This is an optimization exercise on Yosys and OpenROAD, whose aim is small area, a short achievable clock period and few clock cycles per item, not a production implementation.
Only simulation tests tie the RTL to the original design; equivalence was not proved.
Power and IR drop assume default switching activity.

**flow/config.mk**
```make
export PLATFORM = sky130hd
export DESIGN_NAME = ls11_dec
export DESIGN_NICKNAME = ls11_dec
export VERILOG_FILES = /design/flow/design.v
export SDC_FILE = /design/flow/constraint.sdc
export NUM_CORES = 4
export LEC_CHECK = 0
export CAP_MARGIN = 20
export CORE_MARGIN = 2
export CORE_UTILIZATION = 40
export SLEW_MARGIN = 20
```
**flow/run.sh**
```bash
#!/bin/bash
# synth_recipe.tcl (not shown) runs the flow's synth.tcl, then flattens the netlist and writes it again
# the make line also repeats each setting of config.mk as NAME=value (left out here)
make -C /OpenROAD-flow-scripts/flow DESIGN_CONFIG=/design/flow/config.mk WORK_HOME=/design/flow/orfs CLKGATE_MAP_FILE= SYNTH_SCRIPT=/design/flow/synth_recipe.tcl finish
```
**flow/design.v**
```verilog
module ls11_dec (
    input  wire        clk,
    input  wire        rst,
    input  wire        dict_we,
    input  wire [7:0]  dict_addr,
    input  wire [7:0]  dict_wdata,
    input  wire        start,
    output wire        ready,
    input  wire [15:0] clen,
    input  wire [15:0] ulen,
    input  wire        in_valid,
    output reg         in_ready,
    input  wire [7:0]  in_data,
    output reg         out_we,
    output reg  [15:0] out_addr,
    output reg  [7:0]  out_wdata,
    output reg         rd_en,
    output reg  [15:0] rd_addr,
    input  wire [7:0]  rd_data,
    output wire        done,
    output wire [15:0] produced,
    output wire        is_short,
    output reg         oob,
    output reg         verbatim
);
    localparam CW = 18;
    localparam [CW-1:0] CODE_MAX = {CW{1'b1}};
    localparam [3:0] S_IDLE   = 4'd0,
                     S_CHECK  = 4'd1,
                     S_PFX    = 4'd2,
                     S_SFX    = 4'd3,
                     S_CODE   = 4'd4,
                     S_LIT    = 4'd5,
                     S_COPY   = 4'd6,
                     S_COPY_W = 4'd7,
                     S_VERB   = 4'd8,
                     S_DONE   = 4'd9;
    reg [3:0]  state;
    reg [7:0]  dict [0:255];
    reg [15:0] r_clen;
    reg [15:0] r_ulen;
    reg [15:0] ep;           
    reg [15:0] fetched;      
    reg [7:0]  sbyte;        
    reg [3:0]  nbits;        
    reg [19:0] cnt;          
    reg [CW-1:0] acc_a;
    reg [CW-1:0] acc_b;
    reg        big;          
    reg        second;       
    reg [7:0]  lit;          
    reg [CW-1:0] bdist;
    reg [CW-1:0] len;
    assign ready    = (state == S_IDLE);
    assign done     = (state == S_DONE);
    assign produced = ep;
    assign is_short = (ep != r_ulen);
    always @(posedge clk) begin
        if (dict_we)
            dict[dict_addr] <= dict_wdata;
    end
    wire       need_byte = (nbits == 4'd0);
    wire       have_more = (fetched != r_clen);
    wire       bit_in    = sbyte[7];
    wire [CW:0]   code_sum = {1'b0, acc_a} + {1'b0, acc_b};
    wire [CW-1:0] code_sat = (big || code_sum[CW]) ? CODE_MAX : code_sum[CW-1:0];
    wire [CW-1:0] ep_w      = {{(CW-16){1'b0}}, ep};
    wire          src_oob   = (bdist == {CW{1'b0}}) || (bdist > ep_w);
    wire [15:0]   src_addr  = ep - bdist[15:0];
    always @(*) begin
        in_ready  = 1'b0;
        out_we    = 1'b0;
        out_addr  = ep;
        out_wdata = 8'h00;
        rd_en     = 1'b0;
        rd_addr   = src_addr;
        case (state)
            S_PFX, S_SFX: begin
                if (need_byte && have_more && !(state == S_SFX && cnt == 20'd0))
                    in_ready = 1'b1;
            end
            S_LIT: begin
                out_we    = 1'b1;
                out_wdata = dict[lit];
            end
            S_COPY: begin
                if (len != {CW{1'b0}} && ep != r_ulen) begin
                    if (src_oob) begin
                        out_we    = 1'b1;
                        out_wdata = 8'h00;
                    end else begin
                        rd_en = 1'b1;
                    end
                end
            end
            S_COPY_W: begin
                out_we    = 1'b1;
                out_wdata = rd_data;
            end
            S_VERB: begin
                if (ep != r_ulen) begin
                    in_ready  = 1'b1;
                    out_we    = in_valid;
                    out_wdata = in_data;
                end
            end
            default: ;
        endcase
    end
    always @(posedge clk) begin
        if (rst) begin
            state    <= S_IDLE;
            oob      <= 1'b0;
            verbatim <= 1'b0;
            r_clen   <= 16'd0;
            r_ulen   <= 16'd0;
            ep       <= 16'd0;
            fetched  <= 16'd0;
            sbyte    <= 8'd0;
            nbits    <= 4'd0;
            cnt      <= 20'd0;
            acc_a    <= {CW{1'b0}};
            acc_b    <= {CW{1'b0}};
            big      <= 1'b0;
            second   <= 1'b0;
            lit      <= 8'd0;
            bdist     <= {CW{1'b0}};
            len      <= {CW{1'b0}};
        end else begin
            case (state)
                S_IDLE: begin
                    if (start) begin
                        r_clen   <= clen;
                        r_ulen   <= ulen;
                        ep       <= 16'd0;
                        fetched  <= 16'd0;
                        nbits    <= 4'd0;
                        oob      <= 1'b0;
                        verbatim <= (clen == ulen);
                        state    <= (clen == ulen) ? S_VERB : S_CHECK;
                    end
                end
                S_CHECK: begin
                    if (ep == r_ulen || (need_byte && !have_more)) begin
                        state <= S_DONE;
                    end else begin
                        second <= 1'b0;
                        cnt    <= 20'd0;
                        acc_a  <= {CW{1'b0}};
                        acc_b  <= {CW{1'b0}};
                        big    <= 1'b0;
                        state  <= S_PFX;
                    end
                end
                S_PFX: begin
                    if (need_byte) begin
                        if (!have_more) begin
                            state <= S_DONE;
                        end else if (in_valid) begin
                            sbyte   <= in_data;
                            nbits   <= 4'd8;
                            fetched <= fetched + 16'd1;
                        end
                    end else begin
                        sbyte <= {sbyte[6:0], 1'b0};
                        nbits <= nbits - 4'd1;
                        acc_a <= {acc_a[CW-2:0], bit_in};
                        if (acc_a[CW-1])
                            big <= 1'b1;
                        cnt   <= cnt + 20'd1;
                        if (!bit_in)
                            state <= S_SFX;
                    end
                end
                S_SFX: begin
                    if (cnt == 20'd0) begin
                        state <= S_CODE;
                    end else if (need_byte) begin
                        if (!have_more) begin
                            state <= S_DONE;
                        end else if (in_valid) begin
                            sbyte   <= in_data;
                            nbits   <= 4'd8;
                            fetched <= fetched + 16'd1;
                        end
                    end else begin
                        sbyte <= {sbyte[6:0], 1'b0};
                        nbits <= nbits - 4'd1;
                        acc_b <= {acc_b[CW-2:0], bit_in};
                        if (acc_b[CW-1])
                            big <= 1'b1;
                        cnt   <= cnt - 20'd1;
                    end
                end
                S_CODE: begin
                    lit <= code_sat[7:0];
                    if (!second) begin
                        if (code_sat < 256) begin
                            state <= S_LIT;
                        end else begin
                            bdist   <= code_sat - 256;
                            second <= 1'b1;
                            cnt    <= 20'd0;
                            acc_a  <= {CW{1'b0}};
                            acc_b  <= {CW{1'b0}};
                            big    <= 1'b0;
                            state  <= S_PFX;
                        end
                    end else begin
                        len   <= (code_sat > CODE_MAX - 3) ? CODE_MAX : code_sat + 3;
                        state <= S_COPY;
                    end
                end
                S_LIT: begin
                    ep    <= ep + 16'd1;
                    state <= S_CHECK;
                end
                S_COPY: begin
                    if (len == {CW{1'b0}} || ep == r_ulen) begin
                        state <= S_CHECK;
                    end else if (src_oob) begin
                        oob <= 1'b1;
                        ep  <= ep + 16'd1;
                        len <= len - 1'b1;
                    end else begin
                        state <= S_COPY_W;
                    end
                end
                S_COPY_W: begin
                    ep    <= ep + 16'd1;
                    len   <= len - 1'b1;
                    state <= S_COPY;
                end
                S_VERB: begin
                    if (ep == r_ulen)
                        state <= S_DONE;
                    else if (in_valid)
                        ep <= ep + 16'd1;
                end
                S_DONE: begin
                    state <= S_IDLE;
                end
                default: state <= S_IDLE;
            endcase
        end
    end
endmodule
```
**flow/constraint.sdc**
```tcl
create_clock -name core_clock -period 10.0 [get_ports {clk}]
set_input_delay 2.0000 -clock core_clock [delete_from_list [all_inputs] [get_ports {clk}]]
set_output_delay 2.0000 -clock core_clock [all_outputs]
set_load 0.01 [all_outputs]
```
==> results by group <==
Outcome
  – Status: no timing/DRC/antenna violations

Synthesis
  – Top cells by area, synth: edfxtp_1 67%, mux4_2 17%, dfxtp_1 4.2%
  – Yosys synthesis warning count: 1
  – Post-Syn Area: 91600 um2
  – Most used DFF post-synth: edfxtp_1
  – Post-synth ARST share: 0%
  – Post-Syn Instances: 4893
  – Yosys reg bits: 2240
  – Netlist cell types: 94
  – Post-synth EDFFs: 2048
  – Syn_nets: 5039
  – Largest area contributor in the netlist: edfxtp_1
  – Synth Area per Inst: 18.7 um2
  – Register area share after synthesis: 71.3%
  – Yosys top cell area share: 67.1%

Clocking
  – # resized after CTS: 0
  – H-Tree Depth: 4
  – Root buffer cell: clkbuf_16
  – Total CTS buffers: 226
  – CTS tree: built
  – Clock Latency Late Sink: 0.89 ns
  – Cts hold-fix bufs: 0
  – Maximum clock path buffer count: 3
  – Clock slew at reported path FFs: 0.06 ns
  – Setup bufs post-CTS: 0
  – Clock sink count: 2240

Routing
  – Routed len/inst: 27.7 um
  – Drt total wl: 229000 um
  – Routed vias: 47400
  – DRC Markers: 0
  – Routed Antenna Nets: 0
  – Router iterations before antenna repair: 7
  – Via density: 5.74
  – Initial drt markers: 4779

Floorplan
  – IO Count: 133
  – Initial core utilization: 40.3%
  – Die area: 233000 um2
  – Row cnt: 175
  – Die H: 483 um
  – Die Span X: 483 um
  – Floorplan Core Area: 227000 um2

Timing
  – Relative slew slack: 22.8%
  – Setup TNS: 0 ns
  – Peak Freq: 0.126 GHz
  – Period utilisation layout: 79.6%
  – Unrepaired setup endpoints after global routing: false
  – Final Critical Period: 7.96 ns
  – Final hold vios: 0
  – Clock Skew: 0.0640 ns
  – Max-slew violation count: 0
  – Measured slew at the worst slew-check pin: 1.15 ns
  – Setup-failing EPs final: 0

Setup path
  – RR Endpoint: cnt[19]
  – Crit-path cells: buf_12 -> mux4_2 -> mux4_2 -> mux4_2 -> mux2i_1 -> nor2_1 -> a21oi_1 -> o21ai_0 -> clkdlybuf4s50_1
  – R2R Setup Slk: 4.44 ns
  – Max incr delay on CP: 0.71 ns
  – Crit path kind: reg2out
  – WP buf/inv: 2
  – CP max-delay cell: dfxtp_4
  – Cell mode on critical path: mux4_2
  – Crit path DAT: 5.96 ns
  – Required time worst endpoint: 8.00 ns
  – Critical path endpoint category: output port
  – CP max FO: 93
  – Top delay family on crit path: multiplexers
  – Reg-to-reg startpoint: acc_a[11]
  – Register-to-Register Path Depth: 15
  – Startpoint types: flop

Placement
  – Placed insts: 7827
  – RePlAce Congestion: 0.851
  – Number of port buffers: 132
  – Post-DP HPWL: 141000 um

Hold path
  – Worst Hold Class: reg2reg
  – Hold depth: 2
  – Hold_sp: r_ulen[7]
  – Hold Crit Endpoint: r_ulen[7]

Final layout
  – Commonest non-fill, non-tap cell in the layout: edfxtp_1
  – Share of cells above drive strength 1: 22.8%
  – Commonest non-fill, non-tap cells in the layout: 2048 x edfxtp_1, 672 x mux4_2, 385 x nor2_1
  – Final Non-Filler Cells: 8256
  – FF+latch area: 65400 um2
  – Layout Nets: 5195
  – Layout area overhead: 13.5%
  – Multi-input logic area: 25000 um2
  – Fillers: 19000
  – Final core utilization: 45.7%

Global routing
  – Largest net degree at the start of global routing: 131
  – Initial antenna violation count: 19
  – Vias in the first global route: 47700
  – First-pass GRT wire length: 333000 um
  – GRT overflow: 0
  – GRT Total Usage: 19.6%

Pwr
  – Power, Total: 0.0210 W
  – Max VDD drop: 0.000184 V
  – Leak pwr: 31.5 nW
  – Power density over cell area: 202 nW/um2

Job
  – Max Cap Viol: 0
## state kept, by name (all words and copies together), names as in the netlist, 4 cells and up, named ones only
signal   cells
len         18
nbits        4
bdist       18
r_clen      16
state        4
cnt         20
acc_b       18
dict      2048
r_ulen      16
ep          16
lit          8
acc_a       18
sbyte        8
fetched     16
## cells by family (layout without fill, tap and decap cells)
family | count (synthesis) | in the layout | share of synthesized area (%)
and+or+nand+nor | 916 | 916 | 4.57
adders and majority gates | 77 | 77 | 1.08
other | 0 | 7 | 0
buffers and inverters | 364 | 711 | 1.61
AOI/OAI and AO/OA | 470 | 470 | 3.40
xor gates and xnor gates | 127 | 127 | 1.22
muxes | 699 | 699 | 16.8
DFF | 2240 | 2240 | 71.3
## cell usage after synthesis (6+ instances only)
cell and n:
xor2_1 77, or3_1 25, buf_4 16, nor3_1 34, mux2i_1 17, a311oi_1 10, nor3b_1 8, nor4_1 29
a21boi_0 7, buf_2 8, a211oi_2 11, o21a_1 10, buf_1 63, a22oi_1 10, nor2b_1 18, a21o_1 23
ha_1 74, inv_1 64, and3_1 10, nand4_1 66, a31oi_1 11, dfxtp_1 192, mux4_2 672, or2_2 10
nand3_1 71, a211oi_1 17, o211ai_1 6, nand2_1 176, nor2_1 418, edfxtp_1 2048, a21oi_1 167, nand2b_1 18
and2_1 12, mux2_2 10, clkbuf_1 204, xnor2_1 49, o21ai_0 107
## worst min-delay path, stage by stage, from the launching register on
cell and delay, ns:
dfxtp_1 0.32, nand2_1 0.05, a21oi_1 0.05
## per-layer routing
metal | vias to the layer above | GRT usage, % | part of all wire (%) | wire [um]
li1 | 20200 | - | - | -
met1 | 25100 | 26.6 | 41 | 94000
met2 | 1719 | 32.4 | 50 | 113000
met4 | 6 | 5.64 | 2.7 | 6170
met3 | 322 | 3.48 | 6.6 | 15000
met5 | - | 0 | 0.020 | 45
## final cells by class
| cell class | count | share of cell area (%) |
|---|---|---|
| multi-input combinational | 2289 | 24.0 |
| timing repair buffer | 228 | 2.15 |
| sequential | 2240 | 62.8 |
| antenna | 7 | 0.0168 |
| inverter | 64 | 0.231 |
| tap | 3009 | 3.62 |
| clock buffer | 274 | 5.64 |
| clock inverter | 145 | 1.50 |
## power breakdown
part,switching [W],internal [W],leakage [nW]
combinational,0.00133,0.000869,7.98
clock,0.00368,0.00475,3.59
sequential,0.000118,0.0103,20.0
total,0.00513,0.0159,31.5
## how the worst max path moves through the flow
stage	from	to	slack [ns]	cells past startpoint
6_report	flop	out_wdata[4]	2.04	9
3_5_place_dp	flop	out_wdata[0]	3.04	8
5_1_grt	flop	out_wdata[4]	1.83	9
2_1_floorplan	flop	out_wdata[0]	4.69	9
3_3_place_gp	flop	out_wdata[0]	2.98	8
4_1_cts	flop	out_wdata[0]	2.05	8
## through the flow
stage	worst slack [ns]	hold slack, ns	instance area [um2]
6_report	2.04	0.474	104000
4_1_cts	2.05	0.478	104000
3_5_place_dp	3.04	0.465	96500
5_1_grt	1.83	0.497	104000
2_1_floorplan	4.69	0.446	91600
3_3_place_gp	2.98	0.450	96400
Testbench counts, summed over its fixed seeds: cycles 410,974, bytes 81,141.

-- what the ideal ports hide --
How much do the figures lean on ideal ports? The routed layout below was timed once more, with nothing changed but the port constraints. Step 1: set_driving_cell puts a clkbuf_16 on clk and a buf_2 on each other input, an assumption about the parent block. Step 2 moves the port delays by t, midway between the first and last clock arrival at a register: inputs arrive t later, outputs are due t later. That takes back most of the time a late clock gives input paths. a / b / c = ideal ports / drivers / drivers and shift; a / b = the first two.
t (ns): 0.959
setup slack, ns: 2.045 / 1.956 / 2.915
hold WS [ns]: 0.474 / 0.474 / 0.474
worst data-port slew with drivers (ns): 0.19
cell pins on the clock port's net: 1
After both steps setup and hold are still met in this run. For this run, drivers alone change the setup slack by -0.089 ns; drivers and shift together by +0.870 ns.
